From an optimization exercise on the open Yosys and OpenROAD flow, aimed at small area, a short achievable clock period and few clock cycles; shortcuts taken in it are not production practice.
Only the layout flow was run in this run; the RTL was not checked for function there.
No activity file was given, so power comes from the tool's default toggle rates.

==> flow/design.v <==
module nasa_fa (
    input  wire       clk,
    input  wire       rst,
    input  wire       in_valid,
    input  wire [7:0] in_data,
    output wire       in_ready,
    output reg        pl_valid,
    output reg  [7:0] pl_data,
    output reg        pl_last,
    output reg        pl_empty
);
    localparam [7:0] STX = 8'h32;
    localparam [7:0] ETX = 8'h34;
    localparam       FD  = 4;           
    localparam       FW  = 2;           
    localparam [1:0] S_SRCH = 2'd0, S_L1 = 2'd1, S_L2 = 2'd2, S_BODY = 2'd3;
    localparam [1:0] E_IDLE = 2'd0, E_H1 = 2'd1, E_H2 = 2'd2, E_PAY = 2'd3;
    reg  [1023:0] ring;
    reg  [6:0]    ph;
    wire [7:0]    r0   = ring[7:0];
    wire [7:0]    r31  = ring[255:248];
    wire [7:0]    r63  = ring[511:504];
    wire [7:0]    r95  = ring[767:760];
    wire [7:0]    r127 = ring[1023:1016];
    wire          ins;
    always @(posedge clk)
        ring <= {ring[1015:0], ins ? in_data : r127};
    reg  [6:0]  tail;       
    reg  [6:0]  sp;         
    reg  [7:0]  ucnt;       
    reg  [1:0]  st;
    reg  [6:0]  cs;         
    reg         hi_ok;      
    reg  [6:0]  rem;        
    reg  [15:0] crc;
    reg         nv_v;       
    reg  [6:0]  nv;         
    reg         b1_stx, b1_zero, b2_stx;    
    reg  [6:0]  fq [0:FD-1];
    reg  [FW-1:0] fwp, frp;
    reg  [FW:0] fcnt;
    reg  [1:0]  es;
    reg  [1:0]  etap;
    reg  [6:0]  ecnt;
    function [15:0] crc_step(input [15:0] c_in, input [7:0] b);
        integer i;
        reg [15:0] c;
        begin
            c = c_in ^ {b, 8'h00};
            for (i = 0; i < 8; i = i + 1)
                c = c[15] ? ({c[14:0], 1'b0} ^ 16'h1021) : {c[14:0], 1'b0};
            crc_step = c;
        end
    endfunction
    wire        cand   = (st != S_SRCH);
    wire        fne    = (fcnt != 0);
    wire        ffull  = (fcnt == FD);
    wire        empty  = !cand && (ucnt == 0) && !fne;
    wire [6:0]  front  = fq[frp];
    wire [6:0]  base   = fne ? front : cand ? cs : sp;
    wire        full   = !empty && (base == tail + 7'd1);
    wire        is_last = (rem == 7'd1);
    wire        sc_r0  = (ucnt != 0) && (sp == ph - 7'd1);
    wire        sc_tap = (ucnt != 0) && (sp == ph);
    wire        sc_go  = (sc_r0 || sc_tap) && !(ffull && st == S_BODY && is_last);
    wire [7:0]  x      = sc_r0 ? r0 : r127;
    wire        x_stx  = (x == STX);
    wire        x_len  = (x >= 8'd4) && (x <= 8'd126);
    wire        base_rel = fne || (!cand && sc_tap && !x_stx);
    wire        ins_ok   = (empty || ph == tail + 7'd1) && !(full && !base_rel);
    assign in_ready = ins_ok;
    assign ins      = in_valid && ins_ok && !rst;
    wire        nv_now  = b2_stx && b1_zero && x_len;
    wire        ok_frame = (x == ETX) && (crc == 16'd0);
    wire        len_ok  = hi_ok && x_len;
    wire        do_push = sc_go && (st == S_BODY) && is_last && ok_frame;
    wire        jump    = sc_go && (st == S_BODY) && is_last && !ok_frame && (nv_v || nv_now);
    wire [6:0]  jtgt    = nv_v ? nv : sp - 7'd2;
    wire [6:0]  tail_n  = ins ? ph : tail;
    reg  [7:0]  etb;
    always @* begin
        case (etap)
            2'd0:    etb = r31;
            2'd1:    etb = r63;
            2'd2:    etb = r95;
            default: etb = r127;
        endcase
    end
    wire        e_pop = (es == E_H2 && etb == 8'd4) || (es == E_PAY && ecnt == 7'd1);
    always @(posedge clk) begin
        if (rst) begin
            ph       <= 7'd0;
            ucnt     <= 8'd0;
            st       <= S_SRCH;
            fwp      <= 0;
            frp      <= 0;
            fcnt     <= 0;
            es       <= E_IDLE;
            pl_valid <= 1'b0;
            pl_last  <= 1'b0;
            pl_empty <= 1'b0;
        end else begin
            ph <= ph + 7'd1;
            if (ins) tail <= ph;
            if (jump) begin
                sp   <= jtgt;
                ucnt <= {1'b0, tail_n - jtgt} + 8'd1;
            end else begin
                if (sc_go) sp <= sp + 7'd1;
                else if (ins && ucnt == 0) sp <= ph;
                ucnt <= ucnt + {7'd0, ins} - {7'd0, sc_go};
            end
            if (sc_go) begin
                b2_stx  <= b1_stx;
                b1_stx  <= x_stx;
                b1_zero <= (x == 8'd0);
                case (st)
                    S_SRCH: begin
                        if (x_stx) begin
                            cs <= sp;
                            st <= S_L1;
                        end
                    end
                    S_L1: begin
                        hi_ok <= (x == 8'd0);
                        st    <= S_L2;
                    end
                    S_L2: begin
                        if (len_ok) begin
                            rem  <= x[6:0] - 7'd1;
                            crc  <= 16'd0;
                            nv_v <= 1'b0;
                            st   <= S_BODY;
                        end else if (b1_stx) begin
                            cs    <= sp - 7'd1;
                            hi_ok <= (x == 8'd0);
                            st    <= S_L2;
                        end else if (x_stx) begin
                            cs <= sp;
                            st <= S_L1;
                        end else begin
                            st <= S_SRCH;
                        end
                    end
                    S_BODY: begin
                        if (nv_now && !nv_v) begin
                            nv_v <= 1'b1;
                            nv   <= sp - 7'd2;
                        end
                        if (!is_last) begin
                            crc <= crc_step(crc, x);
                            rem <= rem - 7'd1;
                        end else if (ok_frame || nv_v || nv_now) begin
                            st <= S_SRCH;
                        end else if (b1_stx) begin
                            cs    <= sp - 7'd1;
                            hi_ok <= (x == 8'd0);
                            st    <= S_L2;
                        end else if (x_stx) begin
                            cs <= sp;
                            st <= S_L1;
                        end else begin
                            st <= S_SRCH;
                        end
                    end
                endcase
            end
            if (do_push) begin
                fq[fwp] <= cs;
                fwp     <= fwp + 1'b1;
            end
            if (e_pop) frp <= frp + 1'b1;
            fcnt <= fcnt + {{FW{1'b0}}, do_push} - {{FW{1'b0}}, e_pop};
            pl_valid <= 1'b0;
            pl_last  <= 1'b0;
            pl_empty <= 1'b0;
            case (es)
                E_IDLE: begin
                    if (fne) begin
                        if (front == ph + 7'd96) begin
                            etap <= 2'd0; es <= E_H1;
                        end else if (front == ph + 7'd64) begin
                            etap <= 2'd1; es <= E_H1;
                        end else if (front == ph + 7'd32) begin
                            etap <= 2'd2; es <= E_H1;
                        end else if (front == ph) begin
                            etap <= 2'd3; es <= E_H1;
                        end
                    end
                end
                E_H1: es <= E_H2;
                E_H2: begin
                    ecnt <= etb[6:0] - 7'd4;
                    if (etb == 8'd4) begin
                        pl_valid <= 1'b1;
                        pl_last  <= 1'b1;
                        pl_empty <= 1'b1;
                        es       <= E_IDLE;
                    end else begin
                        es <= E_PAY;
                    end
                end
                E_PAY: begin
                    pl_valid <= 1'b1;
                    pl_data  <= etb;
                    pl_last  <= (ecnt == 7'd1);
                    ecnt     <= ecnt - 7'd1;
                    if (ecnt == 7'd1) es <= E_IDLE;
                end
            endcase
        end
    end
endmodule
==> flow/run.sh <==
#!/bin/bash
# synth_recipe.tcl (not shown) runs the flow's synth.tcl, then flattens the netlist and writes it again
# the make line also repeats each setting of config.mk as NAME=value (left out here)
make -C /OpenROAD-flow-scripts/flow DESIGN_CONFIG=/design/flow/config.mk WORK_HOME=/design/flow/orfs CLKGATE_MAP_FILE= SYNTH_SCRIPT=/design/flow/synth_recipe.tcl finish
==> flow/config.mk <==
export PLATFORM = sky130hd
export DESIGN_NAME = nasa_fa
export DESIGN_NICKNAME = nasa_fa
export VERILOG_FILES = /design/flow/design.v
export SDC_FILE = /design/flow/constraint.sdc
export NUM_CORES = 4
export LEC_CHECK = 0
export CAP_MARGIN = 20
export CORE_MARGIN = 2
export CORE_UTILIZATION = 40
export SLEW_MARGIN = 20
==> flow/constraint.sdc <==
create_clock -name core_clock -period 10.0 [get_ports {clk}]
set_input_delay 2.0000 -clock core_clock [delete_from_list [all_inputs] [get_ports {clk}]]
set_output_delay 2.0000 -clock core_clock [all_outputs]
set_load 0.01 [all_outputs]
==> run notes <==
number of global-route vias before repair=13305; number of cells in the finished layout apart from fillers=3032; pre-CTS WS=3.37 ns; CP Launch Type=register; Max-cap violations=0; clock insertion delay at the later pin of the skew report=0.66 ns; Post-Synthesis Cells=1906; Max FO, Critical Path=20; average wire per standard cell=14.7 um; worst setup margin=3.21 ns; met2 usage in global routing=18.2%; die footprint=74900 um^2; Worst R2R Start=ph[0]$_SDFF_PP0_; clock-pin slew on the worst setup and hold paths=0.06 ns; CP endpoint kind=primary output; Worst Setup Path Type=reg -> out; power per standard cell area=273 nW/um^2; number of vias after detailed routing=12961; Primary FF master, synth=sky130_fd_sc_hd__dfxtp_1; Final Hold Fails=0; VDD IR max=0.174 mV; mean instance size in the synthesized netlist=15.3 um^2; die extent in x=274 um; worst hold slack after final layout=0.300 ns; final wirelength=44.4 mm; area share of the largest cell type after synthesis=72.6%; transition time of the tightest slew-check pin=1.03 ns; maximum number of pins on one net before global-route repair=33; global-route wire length before repair=72.2 mm; CTS Buf Count=103; met3 Usage GRT=3.04%; clock root buffer=sky130_fd_sc_hd__clkbuf_16; cell accounting for the most synthesized area=sky130_fd_sc_hd__dfxtp_1; HP Start=ring[792]$_DFF_P_; number of ports placed on the die boundary=23; worst path arrival time=4.79 ns; status=timing/DRC/antenna clean; Clock Sink Count=1156; count of antenna-violating nets left after detailed routing=0; setup repair after global routing missed its margin=false; post-detailed-route DRC marker count=0; final critical path time including I/O delays and setup=6.79 ns; number of antenna violations at the first check in global routing=1; Yosys warning count=1; fraction of final layout cells sized beyond drive strength 1=9.56%; number of synthesized flops with an enable pin=101; Nets=2052; leakage power=0.0133 uW; max frequency=147 MHz; post-route design area=33900 um^2; Setup TNS=0 ns; GRT Residual Overflow=0; Resized cells post-CTS=0; ratio of final minimum period to clock period=67.9%; FF-to-FF path depth=26; post-synthesis cell type count=63; Std-Cell Core Area=71700 um^2; setup clock skew after layout=0.0445 ns; floorplan row count=98; CTS hold repair buffers=0; Critical R2R Capture=ucnt[7]$_SDFF_PP0_; number of setup violations in the final report=0; DR vias/cell=4.27; most instantiated cells after synthesis=sky130_fd_sc_hd__dfxtp_1, sky130_fd_sc_hd__nand2_1, sky130_fd_sc_hd__nor2_1, sky130_fd_sc_hd__edfxtp_1, sky130_fd_sc_hd__xnor2_1; Setup Buffers After CTS=0; routability-driven placement congestion ratio=0.823; Worst R2R Setup Slack=3.63 ns; WHS Path Cells=0; share of synthesized registers carrying an async set or reset=0%; peak-usage layer in the global routing report=met2; post-detail-place hpwl=27.7 mm; floorplan die height=274 um; Max-Slew Margin vs Limit=30.2%; Synth area leaders=sky130_fd_sc_hd__dfxtp_1, sky130_fd_sc_hd__edfxtp_1, sky130_fd_sc_hd__ha_1; drt first-iter violations=720; standard cell area after detailed placement=30400 um^2; CTS tree=done; Global Route Usage Sum=12.2%; required time of the critical path=8.00 ns; sink of the worst hold path=ring[800]$_DFF_P_; maximum level of the CTS H-tree=3; Cell Area, Synth=29100 um^2; Layout Area Growth over Synthesis=16.5%; final max-slew violation count=0; port bufs=22; clk buf depth=3; met1 Resource Use GR=17.2%; number of instances in the placed design=2842; share of synthesized area occupied by flip-flops and latches=83.0%; syn_nets=1961; number of storage elements in the synthesis netlist=1156; worst hold-check path type=reg -> reg; starting utilization of the core area=40.6%; drt pass-1 iters=5; most frequently used cell type in the post-synthesis netlist=sky130_fd_sc_hd__dfxtp_1
## worst max-delay path, cell delays in order, from the launching register on
cell	delay [ns]
sky130_fd_sc_hd__dfxtp_1	0.58
sky130_fd_sc_hd__inv_1	0.13
sky130_fd_sc_hd__ha_1	0.33
sky130_fd_sc_hd__xor2_1	0.14
sky130_fd_sc_hd__and2_1	0.14
sky130_fd_sc_hd__o2111ai_1	0.15
sky130_fd_sc_hd__nor3_2	0.14
sky130_fd_sc_hd__buf_4	0.30
sky130_fd_sc_hd__mux2i_1	0.54
sky130_fd_sc_hd__ha_1	0.26
sky130_fd_sc_hd__nand4_1	0.08
sky130_fd_sc_hd__inv_1	0.12
sky130_fd_sc_hd__o31ai_1	0.14
sky130_fd_sc_hd__a2111oi_4	0.42
sky130_fd_sc_hd__nor2_1	0.15
sky130_fd_sc_hd__clkdlybuf4s50_1	0.53
## final cells by class
cell class / count / area (um^2)
fillers: 6119 / 37800
flip-flops and latches: 1156 / 24200
multi-input cells: 662 / 4630
clock buffers: 146 / 2910
well taps: 950 / 1190
clock inverters: 43 / 581
repair buffers: 27 / 258
inverters: 47 / 176
diodes: 1 / 2.50
## metal layers
layer / wire [um] / up-vias
met2: 18900 / 217
met5: 0 / -
met4: 1390 / 0
li1: - / 6467
met1: 22300 / 6179
met3: 1840 / 98
## cell families (layout without fill, tap and decap cells)
kind of cell    count (synthesis)  in the layout  synth area share (%)
other cells                     0              1                     0
compound gates                132            132                  2.97
simple gates                  336            336                  5.35
xor+xnor                      105            105                  3.30
flops                        1156           1156                  83.0
mux                            45             45                  2.24
fa+ha+maj                      44             44                  1.97
buf+inv                        88            263                  1.17
## metrics by stage
step           total power, uW  util (%)
2_1_floorplan             5300         -
3_3_place_gp              5400      42.4
3_5_place_dp              5410      42.4
4_1_cts                   9350      47.2
5_1_grt                   9610      47.3
6_report                  9240      47.3
## cell usage in the layout (no fill, tap or decap), drive strengths merged, types with 29 or more instances in the layout
cell	Yosys	layout
ha	41	41
nand2	108	108
edfxtp	101	101
clkinv	1	29
o21ai	39	39
clkbuf	34	146
inv	46	50
a21oi	38	38
dfxtp	1055	1055
nor2	102	102
xnor2	56	56
xor2	46	46
## where the power goes
part	total (uW)	internal [uW]	switching (uW)	leakage, uW
Combinational	384	169	216	0.00209
Clock	3930	2280	1650	0.00171
Sequential	4930	4860	71.4	0.00946
Total	9240	7310	1930	0.0133
## worst max path at each step
stage	start	end	slack (ns)	cells after the start
6_report	ph[0]$_SDFF_PP0_	in_ready	3.21	15
5_1_grt	ph[1]$_SDFF_PP0_	in_ready	2.81	15
4_1_cts	ph[0]$_SDFF_PP0_	in_ready	3.16	15
3_5_place_dp	ph[0]$_SDFF_PP0_	ucnt[6]$_SDFF_PP0_	3.37	26
3_3_place_gp	ph[0]$_SDFF_PP0_	ucnt[6]$_SDFF_PP0_	3.53	26
2_1_floorplan	ph[0]$_SDFF_PP0_	ucnt[6]$_SDFF_PP0_	3.91	30
## sequential cells by signal, indices dropped and copies added (netlist names), 8 cells and up, named ones only
signal   flops
fq          28
crc         16
ring      1024
ucnt         8
pl_data      8

[static timing again, ports no longer ideal]
How much do the figures lean on ideal ports? The routed layout below was timed once more, with nothing changed but the port constraints. Step 1: set_driving_cell puts a clkbuf_16 on clk and a buf_2 on each other input, an assumption about the parent block. Step 2 adds t to the input delays and takes it off the output delays; t is the mean of the earliest and latest rising clock arrival at the registers after step 1. Input paths then give back, and output paths get back, about the clock's delay inside the block. Slacks: no drivers / after step 1 / after step 2; pairs: no drivers / after step 1.
shift t [ns]: 0.700
slack for setup (ns): 3.212 / 3.154 / 3.630
hold WS [ns]: 0.300 / 0.300 / 0.300
worst setup path after step 2: register to register
After both steps setup and hold are still met in this run. The setup slack of this run moves by -0.058 ns with the drivers and by +0.418 ns with both steps.
